This design comes from an exercise in tuning for small area, a short achievable clock period and few clock cycles per item on the open sky130 flow, not from production work.
No functional check of the RTL was part of this run.
Power and IR drop assume default switching activity.

===== flow/config.mk =====
export PLATFORM = sky130hd
export DESIGN_NAME = crsf_core
export DESIGN_NICKNAME = crsf_core
export VERILOG_FILES = /design/flow/design.v
export SDC_FILE = /design/flow/constraint.sdc
export NUM_CORES = 4
export LEC_CHECK = 0
export CAP_MARGIN = 20
export CORE_MARGIN = 2
export CORE_UTILIZATION = 40
export SLEW_MARGIN = 20
export SYNTH_HIERARCHICAL = 1

===== flow/constraint.sdc =====
create_clock -name core_clock -period 7.0 [get_ports {clk}]
set_input_delay 1.4000 -clock core_clock [delete_from_list [all_inputs] [get_ports {clk}]]
set_output_delay 1.4000 -clock core_clock [all_outputs]
set_load 0.01 [all_outputs]

===== flow/design.v =====
module crsf_crc8_step (
  input  wire [7:0] acc,
  input  wire [7:0] data,
  output reg  [7:0] out
);
  integer k;
  always @* begin
    out = acc ^ data;
    for (k = 0; k < 8; k = k + 1)
      out = out[7] ? ((out << 1) ^ 8'hD5) : (out << 1);
  end
endmodule
module crsf_core (
  input  wire        clk,
  input  wire        rst,
  input  wire        req_valid,
  input  wire        req_write,
  input  wire [1:0]  req_space,
  input  wire [6:0]  req_addr,
  input  wire [23:0] req_wdata,
  output reg         rsp_valid,
  output wire [23:0] rsp_rdata
);
  localparam [1:0] SP_FB = 2'd0;
  localparam [1:0] SP_CH = 2'd1;
  localparam [1:0] SP_CR = 2'd2;
  localparam [2:0] M_IDLE   = 3'd0;
  localparam [2:0] M_CRC    = 3'd1;    
  localparam [2:0] M_PACK   = 3'd2;    
  localparam [2:0] M_BUILD  = 3'd3;    
  localparam [2:0] M_UNPACK = 3'd4;    
  integer i, j, b;
  genvar gi, gb, gr;
  reg [7:0]  fbe [0:32];    
  reg [7:0]  fbo [0:32];    
  reg [15:0] ch  [0:15];
  reg [6:0]  fblen;
  reg [7:0]  crcres;
  reg        cls_valid;
  reg [7:0]  cls_type;
  reg        val_ok;
  reg [2:0]  val_cause;
  reg [2:0]  err;           
  reg [2:0]  mode;
  reg        is_val;        
  reg        chk;           
  reg        big;           
  reg [6:0]  ptr;           
  reg [7:0]  acc;
  reg [6:0]  cnt;           
  reg [3:0]  wi;            
  reg [15:0] pr;            
  reg        pv;            
  reg        psz;           
  reg        dpend;         
  reg        dsel;          
  reg        pend;
  reg        p_write;
  reg [1:0]  p_space;
  reg [6:0]  p_addr;
  reg [7:0]  p_whi;
  reg [15:0] rdata;
  assign rsp_rdata = {8'd0, rdata};
  wire        c_valid = pend | req_valid;
  wire        c_write = pend ? p_write : req_write;
  wire [1:0]  c_space = pend ? p_space : req_space;
  wire [6:0]  c_addr  = pend ? p_addr  : req_addr;
  wire [23:0] c_wdata = pend ? {p_whi, rdata} : req_wdata;
  wire busy = (mode != M_IDLE);
  wire rd_ok = !c_write && (
      c_space[1] ||
      (c_space == SP_CH && (mode == M_BUILD || wi > c_addr[3:0])) ||
      (c_space == SP_FB && mode == M_BUILD &&
       (c_addr < ptr || c_addr >= 7'd26)));
  wire go = c_valid && (!busy || rd_ok);
  wire       w_fb = go && c_write && (c_space == SP_FB);
  wire       w_ch = go && c_write && (c_space == SP_CH);
  wire       w_cr = go && c_write && (c_space == SP_CR);
  wire [2:0] c_reg = c_addr[2:0];
  wire [7:0] cmd_op  = c_wdata[23:16];
  wire [7:0] cmd_a   = c_wdata[15:8];
  wire [7:0] cmd_b   = c_wdata[7:0];
  wire a0 = (cmd_a == 8'h00);
  wire b0 = (cmd_b == 8'h00);
  wire is_crc8     = (cmd_op == 8'h01);
  wire is_classify = (cmd_op == 8'h02) && a0 && b0;
  wire is_validate = (cmd_op == 8'h03) && a0 && b0;
  wire is_pack     = (cmd_op == 8'h04) && b0;
  wire is_unpack   = (cmd_op == 8'h05) && b0;
  wire is_build    = (cmd_op == 8'h06) && a0 && b0;
  wire do_cmd   = w_cr && (c_reg == 3'd1);
  wire build_go = do_cmd && is_build;
  wire [7:0] hdr_sync = fbe[0];
  wire [7:0] hdr_len  = fbo[0];
  wire [7:0] hdr_type = fbe[1];
  wire       hdr_ok   = ((hdr_sync == 8'hC8) || (hdr_sync == 8'hEE)) &&
                        (hdr_len >= 8'd2) && (hdr_len <= 8'd64);
  wire [7:0] hdr_end  = hdr_len + 8'd2;       
  wire [6:0] ptr1   = ptr + 7'd1;
  wire       eng_rd = (mode == M_CRC) || (mode == M_UNPACK);
  wire [5:0] ra_e   = eng_rd ? ptr1[6:1] : c_addr[6:1];
  wire [5:0] ra_o   = eng_rd ? ptr[6:1]  : c_addr[6:1];
  reg [32:0] rs_e, rs_o;
  always @* begin
    for (j = 0; j < 33; j = j + 1) begin
      rs_e[j] = (ra_e == j);
      rs_o[j] = (ra_o == j);
    end
  end
  wire [7:0] rd_e, rd_o;
  generate
    for (gb = 0; gb < 8; gb = gb + 1) begin : g_rbit
      wire [10:0] ne, no;
      for (gr = 0; gr < 11; gr = gr + 1) begin : g_grp
        crsf_aoi222 u_e (.a0(fbe[3*gr][gb]), .s0(rs_e[3*gr]),
                         .a1(fbe[3*gr+1][gb]), .s1(rs_e[3*gr+1]),
                         .a2(fbe[3*gr+2][gb]), .s2(rs_e[3*gr+2]), .y(ne[gr]));
        crsf_aoi222 u_o (.a0(fbo[3*gr][gb]), .s0(rs_o[3*gr]),
                         .a1(fbo[3*gr+1][gb]), .s1(rs_o[3*gr+1]),
                         .a2(fbo[3*gr+2][gb]), .s2(rs_o[3*gr+2]), .y(no[gr]));
      end
      assign rd_e[gb] = ~&ne;
      assign rd_o[gb] = ~&no;
    end
  endgenerate
  wire [7:0] eng_lo = ptr[0] ? rd_o : rd_e;
  wire [7:0] eng_hi = ptr[0] ? rd_e : rd_o;
  wire [175:0] packed_ch;
  generate
    for (gi = 0; gi < 16; gi = gi + 1) begin : g_pack
      assign packed_ch[11*gi +: 11] = ch[gi][10:0];
    end
  endgenerate
  reg [10:0] ws;
  always @* begin
    for (j = 0; j < 11; j = j + 1)
      ws[j] = (wi == j);
  end
  wire [15:0] pw;
  generate
    for (gb = 0; gb < 16; gb = gb + 1) begin : g_pw
      wire [3:0] n;
      for (gr = 0; gr < 3; gr = gr + 1) begin : g_grp
        crsf_aoi222 u_w (
          .a0(packed_ch[16*(3*gr) + gb]),   .s0(ws[3*gr]),
          .a1(packed_ch[16*(3*gr+1) + gb]), .s1(ws[3*gr+1]),
          .a2(packed_ch[16*(3*gr+2) + gb]), .s2(ws[3*gr+2]), .y(n[gr]));
      end
      crsf_aoi22 u_w9 (.a0(packed_ch[16*9 + gb]),  .s0(ws[9]),
                       .a1(packed_ch[16*10 + gb]), .s1(ws[10]), .y(n[3]));
      assign pw[gb] = ~&n;
    end
  endgenerate
  wire [7:0] crc_p1, crc_p2, crc_d;
  crsf_crc8_step u_crc_lo (.acc(acc),    .data(pr[7:0]),  .out(crc_p1));
  crsf_crc8_step u_crc_hi (.acc(crc_p1), .data(pr[15:8]), .out(crc_p2));
  wire [7:0] crc_pn = psz ? crc_p2 : crc_p1;
  crsf_crc8_step u_crc_d (.acc(dsel ? acc : 8'h00), .data(rdata[7:0]),
                          .out(crc_d));
  wire [7:0] acc_eff = dpend ? crc_d : acc;
  wire       build_last = (mode == M_BUILD) && (ptr == 7'd25);
  wire       eng_wr = (mode == M_PACK) || (mode == M_BUILD);
  wire       b_crcw = build_last && !pv;
  wire [7:0] wlo = build_last ? acc : pw[7:0];
  wire [7:0] whi = pw[15:8];
  wire [5:0] wa_e = eng_wr ? ptr1[6:1] : c_addr[6:1];
  wire [5:0] wa_o = eng_wr ? ptr[6:1]  : c_addr[6:1];
  wire       we_e = eng_wr ? !build_last : (w_fb && !c_addr[0]);
  wire       we_o = eng_wr ? (!build_last || b_crcw) : (w_fb && c_addr[0]);
  wire [7:0] bus_e = eng_wr ? (ptr[0] ? whi : wlo) : c_wdata[7:0];
  wire [7:0] bus_o = eng_wr ? (ptr[0] ? wlo : whi) : c_wdata[7:0];
  reg [32:0] en_e, en_o;
  always @* begin
    for (j = 0; j < 33; j = j + 1) begin
      en_e[j] = rst || (we_e && wa_e == j) || (build_go && j <= 1);
      en_o[j] = rst || (we_o && wa_o == j) || (build_go && j == 0);
    end
  end
  wire [7:0] d_e0 = rst ? 8'h00 : build_go ? 8'hC8  : bus_e;
  wire [7:0] d_e1 = rst ? 8'h00 : build_go ? 8'h16  : bus_e;
  wire [7:0] d_o0 = rst ? 8'h00 : build_go ? 8'd24  : bus_o;
  wire [7:0] d_e  = rst ? 8'h00 : bus_e;
  wire [7:0] d_o  = rst ? 8'h00 : bus_o;
  always @(posedge clk) begin
    for (j = 0; j < 33; j = j + 1) begin
      if (en_e[j]) fbe[j] <= (j == 0) ? d_e0 : (j == 1) ? d_e1 : d_e;
      if (en_o[j]) fbo[j] <= (j == 0) ? d_o0 : d_o;
    end
  end
  wire unp_wr = (mode == M_UNPACK) && pv;
  wire sel_hw = w_ch && !rst;
  wire sel_uw = !w_ch && !rst;
  reg [15:0] ch_en [0:15];
  reg [15:0] ch_d  [0:15];
  always @* begin
    for (i = 0; i < 16; i = i + 1) begin
      for (b = 0; b < 16; b = b + 1) begin
        ch_en[i][b] = rst || (w_ch && c_addr[3:0] == i) ||
                      (unp_wr && (b < 11 ? (wi == ((11*i + b) >> 4))
                                         : (wi == 4'd0)));
        ch_d[i][b]  = (sel_hw && c_wdata[b]) ||
                      (sel_uw && b < 11 && pr[(11*i + b) & 15]);
      end
    end
  end
  always @(posedge clk) begin
    for (i = 0; i < 16; i = i + 1)
      for (b = 0; b < 16; b = b + 1)
        if (ch_en[i][b]) ch[i][b] <= ch_d[i][b];
  end
  wire rd     = !c_write;
  wire s_fbe  = rd && (c_space == SP_FB) && !c_addr[0];
  wire s_fbo  = rd && (c_space == SP_FB) &&  c_addr[0];
  wire s_ch   = rd && (c_space == SP_CH);
  wire s_cr   = rd && (c_space == SP_CR);
  wire s_len  = s_cr && (c_reg == 3'd0);
  wire s_crc  = s_cr && (c_reg == 3'd2);
  wire s_cls  = s_cr && (c_reg == 3'd3);
  wire s_val  = s_cr && (c_reg == 3'd4);
  wire s_err  = s_cr && (c_reg == 3'd5);
  wire s_wp   = c_write && pend;
  wire s_wr   = c_write && !pend;
  reg [15:0] rs_ch;
  always @* begin
    for (j = 0; j < 16; j = j + 1)
      rs_ch[j] = s_ch && (c_addr[3:0] == j);
  end
  wire [3:0] cr_val = {val_cause, val_ok};
  wire [15:0] rd_next;
  generate
    for (gb = 0; gb < 16; gb = gb + 1) begin : g_rd
      wire [5:0] nc;
      for (gr = 0; gr < 5; gr = gr + 1) begin : g_ch
        crsf_aoi222 u_c (
          .a0(ch[3*gr][gb]),   .s0(rs_ch[3*gr]),
          .a1(ch[3*gr+1][gb]), .s1(rs_ch[3*gr+1]),
          .a2(ch[3*gr+2][gb]), .s2(rs_ch[3*gr+2]), .y(nc[gr]));
      end
      crsf_aoi222 u_w (.a0(ch[15][gb]), .s0(rs_ch[15]),
                       .a1(rdata[gb]),  .s1(s_wp),
                       .a2(req_wdata[gb]), .s2(s_wr), .y(nc[5]));
      wire [3:0] nx;
      if (gb < 8) begin : g_lo
        crsf_aoi22 u_fb (.a0(rd_e[gb]), .s0(s_fbe),
                         .a1(rd_o[gb]), .s1(s_fbo), .y(nx[0]));
        if (gb < 7) begin : g_a
          crsf_aoi222 u_r (.a0(crcres[gb]), .s0(s_crc),
                           .a1(cls_type[gb]), .s1(s_cls),
                           .a2(fblen[gb]), .s2(s_len), .y(nx[1]));
        end else begin : g_b
          crsf_aoi22 u_r (.a0(crcres[gb]), .s0(s_crc),
                          .a1(cls_type[gb]), .s1(s_cls), .y(nx[1]));
        end
        if (gb < 3) begin : g_c
          crsf_aoi22 u_v (.a0(cr_val[gb]), .s0(s_val),
                          .a1(err[gb]), .s1(s_err), .y(nx[2]));
        end else if (gb < 4) begin : g_d
          assign nx[2] = ~(cr_val[gb] & s_val);
        end else begin : g_e
          assign nx[2] = 1'b1;
        end
        assign nx[3] = 1'b1;
      end else if (gb == 8) begin : g_8
        assign nx = {3'b111, ~(cls_valid & s_cls)};
      end else begin : g_hi
        assign nx = 4'b1111;
      end
      assign rd_next[gb] = ~(&nc & &nx);
    end
  endgenerate
  always @(posedge clk) begin
    p_write <= c_write;
    p_space <= c_space;
    p_addr  <= c_addr;
    p_whi   <= c_wdata[23:16];
    rdata   <= rd_next;
    pr      <= (mode == M_BUILD) ? pw : {eng_hi, eng_lo};
  end
  wire       two     = (cnt[6:1] != 6'd0);
  wire       issue   = (cnt != 7'd0);
  wire       bad     = big || ({1'b0, ptr} + {1'b0, cnt} > 8'd66);
  wire [7:0] crc_res = pv ? crc_pn : acc;
  always @(posedge clk) begin
    if (rst) begin
      pend      <= 1'b0;
      rsp_valid <= 1'b0;
      mode      <= M_IDLE;
      is_val    <= 1'b0;
      chk       <= 1'b0;
      big       <= 1'b0;
      ptr       <= 7'd2;
      acc       <= 8'h00;
      cnt       <= 7'd0;
      wi        <= 4'd0;
      pv        <= 1'b0;
      psz       <= 1'b0;
      dpend     <= 1'b0;
      dsel      <= 1'b0;
      fblen     <= 7'd0;
      crcres    <= 8'h00;
      cls_valid <= 1'b0;
      cls_type  <= 8'h00;
      val_ok    <= 1'b0;
      val_cause <= 3'd0;
      err       <= 3'b000;
    end else begin
      pend      <= c_valid && !go;
      rsp_valid <= go;
      acc       <= acc_eff;
      dpend     <= 1'b0;
      case (mode)
        M_CRC: begin
          chk <= 1'b0;
          if (pv)
            acc <= crc_pn;
          if (issue && !(chk && bad)) begin
            pv  <= 1'b1;
            psz <= two;
            ptr <= ptr + (two ? 7'd2 : 7'd1);
            cnt <= cnt - (two ? 7'd2 : 7'd1);
          end else begin
            pv  <= 1'b0;
          end
          if (chk && bad) begin
            err[1]    <= 1'b1;
            rsp_valid <= 1'b1;
            mode      <= M_IDLE;
            acc       <= 8'h00;
            ptr       <= 7'd2;
          end else if (!issue && (pv || chk)) begin
            rsp_valid <= 1'b1;
            mode      <= M_IDLE;
            if (is_val) begin
              val_ok    <= (crc_res == 8'h00);
              val_cause <= (crc_res == 8'h00) ? 3'd0 : 3'd4;
            end else begin
              crcres <= crc_res;
              acc    <= 8'h00;
              ptr    <= 7'd2;
            end
          end
        end
        M_PACK: begin
          ptr <= ptr + 7'd2;
          wi  <= wi + 4'd1;
          if (wi == 4'd10) begin
            rsp_valid <= 1'b1;
            mode      <= M_IDLE;
            acc       <= 8'h00;
            ptr       <= 7'd2;
          end
        end
        M_BUILD: begin
          if (pv)
            acc <= crc_p2;
          if (!build_last) begin
            pv  <= 1'b1;
            ptr <= ptr + 7'd2;
            wi  <= wi + 4'd1;
          end else if (pv) begin
            pv  <= 1'b0;
          end else begin
            mode <= M_IDLE;
            acc  <= 8'h00;         
            ptr  <= 7'd26;
          end
        end
        M_UNPACK: begin
          ptr <= ptr + 7'd2;
          pv  <= 1'b1;
          if (pv) begin
            wi <= wi + 4'd1;
            if (wi == 4'd10) begin
              mode <= M_IDLE;
              acc  <= 8'h00;
              ptr  <= 7'd2;
            end
          end
        end
        default: ;
      endcase
      if (w_fb) begin
        if (c_addr >= 7'd66) begin
          err[1] <= 1'b1;
        end else if (c_addr == ptr || c_addr == 7'd2) begin
          dpend <= 1'b1;
          dsel  <= (c_addr == ptr);
          ptr   <= c_addr + 7'd1;
        end else if (c_addr > 7'd2 && c_addr < ptr) begin
          acc <= 8'h00;
          ptr <= 7'd2;
        end
      end
      if (w_cr) begin
        case (c_reg)
          3'd0: begin
            if (c_wdata > 24'd66)
              err[1] <= 1'b1;
            else
              fblen <= c_wdata[6:0];
          end
          3'd1: begin
            if (is_crc8) begin
              mode      <= M_CRC;
              is_val    <= 1'b0;
              chk       <= 1'b1;
              big       <= cmd_a[7] | cmd_b[7];
              ptr       <= cmd_a[6:0];
              cnt       <= cmd_b[6:0];
              acc       <= 8'h00;
              pv        <= 1'b0;
              rsp_valid <= 1'b0;
            end else if (is_classify) begin
              if (fblen < 7'd3) begin
                cls_valid <= 1'b0;
                cls_type  <= 8'h00;
                err[2]    <= 1'b1;
              end else if (hdr_ok) begin
                cls_valid <= 1'b1;
                cls_type  <= hdr_type;
              end else begin
                cls_valid <= 1'b0;
                cls_type  <= 8'h00;
              end
            end else if (is_validate) begin
              if (fblen < 7'd4) begin
                val_ok    <= 1'b0;
                val_cause <= 3'd1;              
              end else if (!hdr_ok) begin
                val_ok    <= 1'b0;
                val_cause <= 3'd2;              
              end else if ({1'b0, fblen} < hdr_end) begin
                val_ok    <= 1'b0;
                val_cause <= 3'd3;              
              end else if ({1'b0, ptr} == hdr_end) begin
                val_ok    <= (acc_eff == 8'h00);
                val_cause <= (acc_eff == 8'h00) ? 3'd0 : 3'd4;
              end else begin
                mode      <= M_CRC;
                is_val    <= 1'b1;
                chk       <= 1'b0;
                pv        <= 1'b0;
                rsp_valid <= 1'b0;
                if ({1'b0, ptr} > hdr_end) begin
                  ptr <= 7'd2;
                  acc <= 8'h00;
                  cnt <= hdr_len[6:0];
                end else begin
                  cnt <= hdr_end[6:0] - ptr;
                end
              end
            end else if (is_pack || is_unpack) begin
              if (cmd_a > 8'd44) begin
                err[1] <= 1'b1;
              end else begin
                mode      <= is_pack ? M_PACK : M_UNPACK;
                ptr       <= cmd_a[6:0];
                wi        <= 4'd0;
                pv        <= 1'b0;
                rsp_valid <= !is_pack;
              end
            end else if (is_build) begin
              mode  <= M_BUILD;
              fblen <= 7'd26;
              ptr   <= 7'd3;
              wi    <= 4'd0;
              pv    <= 1'b0;
              acc   <= 8'hD3;                   
            end else begin
              err[0] <= 1'b1;                   
            end
          end
          3'd5: err <= err & ~c_wdata[2:0];
          3'd6, 3'd7: err[1] <= 1'b1;
          default: ;
        endcase
      end
    end
  end
endmodule
module crsf_aoi222 (
  input  wire a0, s0, a1, s1, a2, s2,
  output wire y
);
  assign y = ~((a0 & s0) | (a1 & s1) | (a2 & s2));
endmodule
module crsf_aoi22 (
  input  wire a0, s0, a1, s1,
  output wire y
);
  assign y = ~((a0 & s0) | (a1 & s1));
endmodule

===== flow/run.sh =====
#!/bin/bash
# synth_recipe.tcl (not shown) runs the flow's synth.tcl, then flattens the netlist and writes it again
# the make line also repeats each setting of config.mk as NAME=value (left out here)
make -C /OpenROAD-flow-scripts/flow DESIGN_CONFIG=/design/flow/config.mk WORK_HOME=/design/flow/orfs CLKGATE_MAP_FILE= SYNTH_SCRIPT=/design/flow/synth_recipe.tcl finish

==> summary.txt <==
## Yosys stat by module, one instance, submodules excluded
module	copies in the design	flops+latches	area, µm²	cells
crsf_aoi22	28	0	12.5	1
crsf_core	1	903	36200	2721
crsf_crc8_step	3	0	345	22
crsf_aoi222	327	0	10.0	1
## placed cells by master, fill, tap and decap left out, drive strengths merged, types with 10 or more instances in the layout
| master | netlist | routed |
|---|---|---|
| a22oi | 44 | 44 |
| nand2 | 411 | 411 |
| ha | 55 | 55 |
| a222oi | 330 | 330 |
| a21o | 21 | 21 |
| nor3 | 55 | 55 |
| mux2i | 68 | 68 |
| or3 | 15 | 15 |
| o21ai | 91 | 91 |
| nand3 | 41 | 41 |
| xor2 | 12 | 12 |
| a21oi | 144 | 144 |
| and3 | 11 | 11 |
| mux2 | 25 | 25 |
| o21a | 20 | 20 |
| nand2b | 23 | 23 |
| a211oi | 10 | 10 |
| buf | 22 | 99 |
| clkbuf | 105 | 130 |
| nand4 | 96 | 96 |
| xnor3 | 21 | 21 |
| nor2b | 10 | 10 |
| inv | 49 | 54 |
| edfxtp | 784 | 784 |
| nor4 | 14 | 14 |
| xnor2 | 64 | 64 |
| a31oi | 11 | 11 |
| o31ai | 13 | 13 |
| o211ai | 28 | 28 |
| o22ai | 17 | 17 |
| and2 | 25 | 25 |
| nor2 | 256 | 256 |
| or2 | 19 | 19 |
| dfxtp | 119 | 119 |
| clkdlybuf4s50 | 0 | 52 |
| clkinv | 2 | 39 |
| nor3b | 13 | 13 |
## cells by family (layout without fill, tap and decap cells)
kind of cell	Yosys count	after routing	share of synthesized area [%]
AND/OR/NAND/NOR	1027	1027	11.8
adder cells (fa/ha/maj)	59	59	1.88
other	1	8	0.00918
AO/OA/AOI/OAI	781	781	15.4
buffers and inverters	178	383	1.79
XOR/XNOR	100	100	3.27
multiplexers	93	93	2.41
flip-flops	903	903	63.5
## synthesized netlist by cell type, types with 49 or more instances
cell	number
xnor2_1	52
edfxtp_1	784
a21oi_1	144
clkbuf_1	105
a222oi_1	330
nor3_1	54
mux2i_1	65
o21ai_0	88
inv_1	49
dfxtp_1	119
nand4_1	96
nand2_1	410
nor2_1	255
ha_1	55
## per-stage QoR
step / power, W / worst slack (ns) / cells / hold WS, ns
final: 0.0131 / 1.42 / 4722 / 0.462
after CTS: 0.0131 / 1.57 / 4719 / 0.476
after detailed placement: 0.00810 / 0.873 / 4538 / 0.468
after global routing: 0.0135 / 1.23 / 4722 / 0.491
after global placement: 0.00810 / 0.929 / 4537 / 0.467
after floorplan: 0.00754 / 2.73 / 3149 / 0.430
## layout make-up
type / instances / area [µm²]
fillers: 9168 / 55000
flip-flops and latches: 903 / 25900
multi-input cells: 2068 / 14400
clock buffers: 130 / 2640
well taps: 1368 / 1710
repair buffers: 151 / 1280
clock inverters: 51 / 458
inverters: 51 / 191
## sequential cells by signal (all words and copies together), names as in the netlist, 8 cells and up
| register | flops |
|---|---|
| fbo | 264 |
| crcres | 8 |
| cls_type | 8 |
| rdata | 16 |
| pr | 16 |
| fbe | 264 |
| ch | 256 |
| p_whi | 8 |
| acc | 8 |
## power by group through the flow
| stage | clock [W] | combinational (W) | sequential [W] |
|---|---|---|---|
| 6_report | 0.00505 | 0.00163 | 0.00642 |
| 3_3_place_gp | 0 | 0.00158 | 0.00652 |
| 4_1_cts | 0.00510 | 0.00160 | 0.00641 |
| 5_1_grt | 0.00532 | 0.00170 | 0.00643 |
| 3_5_place_dp | 0 | 0.00159 | 0.00652 |
| 2_1_floorplan | 0 | 0.00112 | 0.00643 |
## critical path, cell delays in order
cell and delay (ns):
clkdlybuf4s50_1 0.60, nand2b_1 0.20, and2_1 0.39, inv_1 0.10
nor2_1 0.30, a21oi_1 0.24, nor2b_1 0.27, nand2_1 0.15
nor2_1 0.21, a222oi_1 0.55, nand4_1 0.27, nor2_1 0.21
nand4_1 0.42, a22oi_2 0.38, nand4_1 0.12, or2_2 0.34
## worst max path at each step
stage                     slack (ns)       end        start
after detailed placement        0.87  rdata[4]  req_addr[1]
after floorplan                 2.73  rdata[4]  req_addr[1]
after CTS                       1.57  rdata[4]  req_addr[1]
after global routing            1.23  rdata[4]      mode[0]
after global placement          0.93  rdata[4]  req_addr[1]
final                           1.42  rdata[4]  req_addr[1]
## layer usage
metal / track usage [%] / wire length, µm / vias to the layer above
met5: 0 / 0 / -
met4: 10.3 / 5530 / 0
met3: 6.71 / 19000 / 283
met2: 39.4 / 62200 / 2328
met1: 40.0 / 59600 / 15232
li1: - / - / 13031
==> flow_metrics.env <==
export IMPL_outcome="complete, no violations"
export IMPL_fin_crit_sh_pct=79.7
export IMPL_ant_nets=0
export IMPL_drv_slew=0
export IMPL_pwr_share_clk_pct=38.6
export IMPL_place_congestion=0.999
export IMPL_avgViaCountPerCell=6.54
export IMPL_numClockSinks=903
export IMPL_max_cap_violations=0
export IMPL_crit_arrival_ns=6.17
export IMPL_hold_viol_final=0
export IMPL_critPathRequiredTime_ns=7.59
export IMPL_p_comb_share_pct=12.4
export IMPL_drc_errors=0
export IMPL_seqPwrFrac_pct=49.0
export IMPL_rsz0062_at_grt="no"
export IMPL_ys_ff_latch=903
export IMPL_rows=117
export IMPL_first_pass_iters=14
export IMPL_cts_root_buf="clkbuf_16"
export IMPL_nNetsFinal=3368
export IMPL_powerDensity_nw_per_um2=281
export IMPL_finish_utilization_pct=45.8
export IMPL_syn_avg_cell_area_um2=13.0
export IMPL_peakVddDrop_mv=0.278
export IMPL_cts_made_buffers=97
export IMPL_worstSetupPathType="primary input to flop"
export IMPL_core_region_area_um2=102000
export IMPL_syn_inst=3142
export IMPL_cts_resized_gates=0
export IMPL_die_area_um2=105000
export IMPL_die_w_um=324
export IMPL_crit_path_end_kind="flop"
export IMPL_reg2reg_slack_ns=1.44
export IMPL_synth_largest_area_cell="edfxtp_1"
export IMPL_hold_end="rdata[11]"
export IMPL_antenna_found_initial=1
export IMPL_vias=30874
export IMPL_switchingPower_w=0.00332
export IMPL_grt_max_degree=57
export IMPL_clk_pin_slew_ns=0.06
export IMPL_post_cts_buffers=0
export IMPL_synth_top_area_share_pct=57.6
export IMPL_antenna_cells=0
export IMPL_start_kind="primary input"
export IMPL_first_global_vias=28776
export IMPL_finalClockSkew_ns=0.0483
export IMPL_switching_share_pct=25.4
export IMPL_worstMarginPinSlew_ns=1.16
export IMPL_yosysUniqueCellTypes=96
export IMPL_cts_hold_buf=0
export IMPL_leakagePower_nw=17.1
export IMPL_rr_endpoint="rdata[7]"
export IMPL_placed_area_um2=43400
export IMPL_yosysWarningCount=18
export IMPL_final_layout_size_suffix_gt1_share_pct=11.2
export IMPL_hold_class="flop to flop"
export IMPL_grt_usage_pct=27.4
export IMPL_relSlewSlack_pct=22.5
export IMPL_yosysSeqAreaShare_pct=63.5
export IMPL_synthArstFlopShare_pct=0
export IMPL_wirelength_um=146000
export IMPL_syn_area_um2=40800
export IMPL_overflow=0
export IMPL_area_growth_pct=14.0
export IMPL_synth_edff_count=784
export IMPL_insertion_delay_ns=0.71
export IMPL_die_y_um=324
export IMPL_synthTopCellsByArea="edfxtp_1, a222oi_1, dfxtp_1"
export IMPL_port_buffers=53
export IMPL_cts_tree="built"
export IMPL_grt_first_pass_wirelength_um=208000
export IMPL_htreeDepth=3
export IMPL_wl_per_cell_um=31.0
export IMPL_finalCriticalPeriod_ns=5.58
export IMPL_rr_startpoint="mode[0]"
export IMPL_worst_r2r_cell_count=11
export IMPL_hold_start="ch[4][11]"
export IMPL_setup_viol=0
export IMPL_first_iter_violations=6964
export IMPL_p_int_w=0.00977
export IMPL_cts_path_max_buffers=3
export IMPL_tns_ns=0
export IMPL_crit_fanout=11
export IMPL_fmax_mhz=179
export IMPL_synth_flop_cell="edfxtp_1"
export IMPL_dpl_hpwl_um=105000
export IMPL_stdcell_area_um2=46600
export IMPL_whs_path_depth=2
export IMPL_initial_core_util_pct=40.2
export IMPL_pin_count=62

-- re-timing with driven ports --
No port has a modelled driver above. Below, the same layout with a new extraction and two added sets of constraints.
Step 1 (the two cells are an assumption about what drives the block):
set clk [get_ports {clk}]
set_driving_cell -lib_cell sky130_fd_sc_hd__clkbuf_16 $clk
set_driving_cell -lib_cell sky130_fd_sc_hd__buf_2 [delete_from_list [all_inputs] $clk]
Step 2 adds t to the input delays and takes it off the output delays; t is the mean of the earliest and latest rising clock arrival at the registers after step 1. Input paths then give back, and output paths get back, about the clock's delay inside the block.
Three values: no drivers, after step 1, after step 2; two values: the first two.
t, ns: 0.756
setup slack, ns: 1.422 / 1.444 / 0.712
clock arrival spread, ns: 0.048 / 0.048
worst slew at a driven data input, ns: 0.08
cell pins on the clock port's net: 1
After both steps setup and hold are still met in this run. For this run, drivers alone change the setup slack by +0.022 ns; drivers and shift together by -0.710 ns.
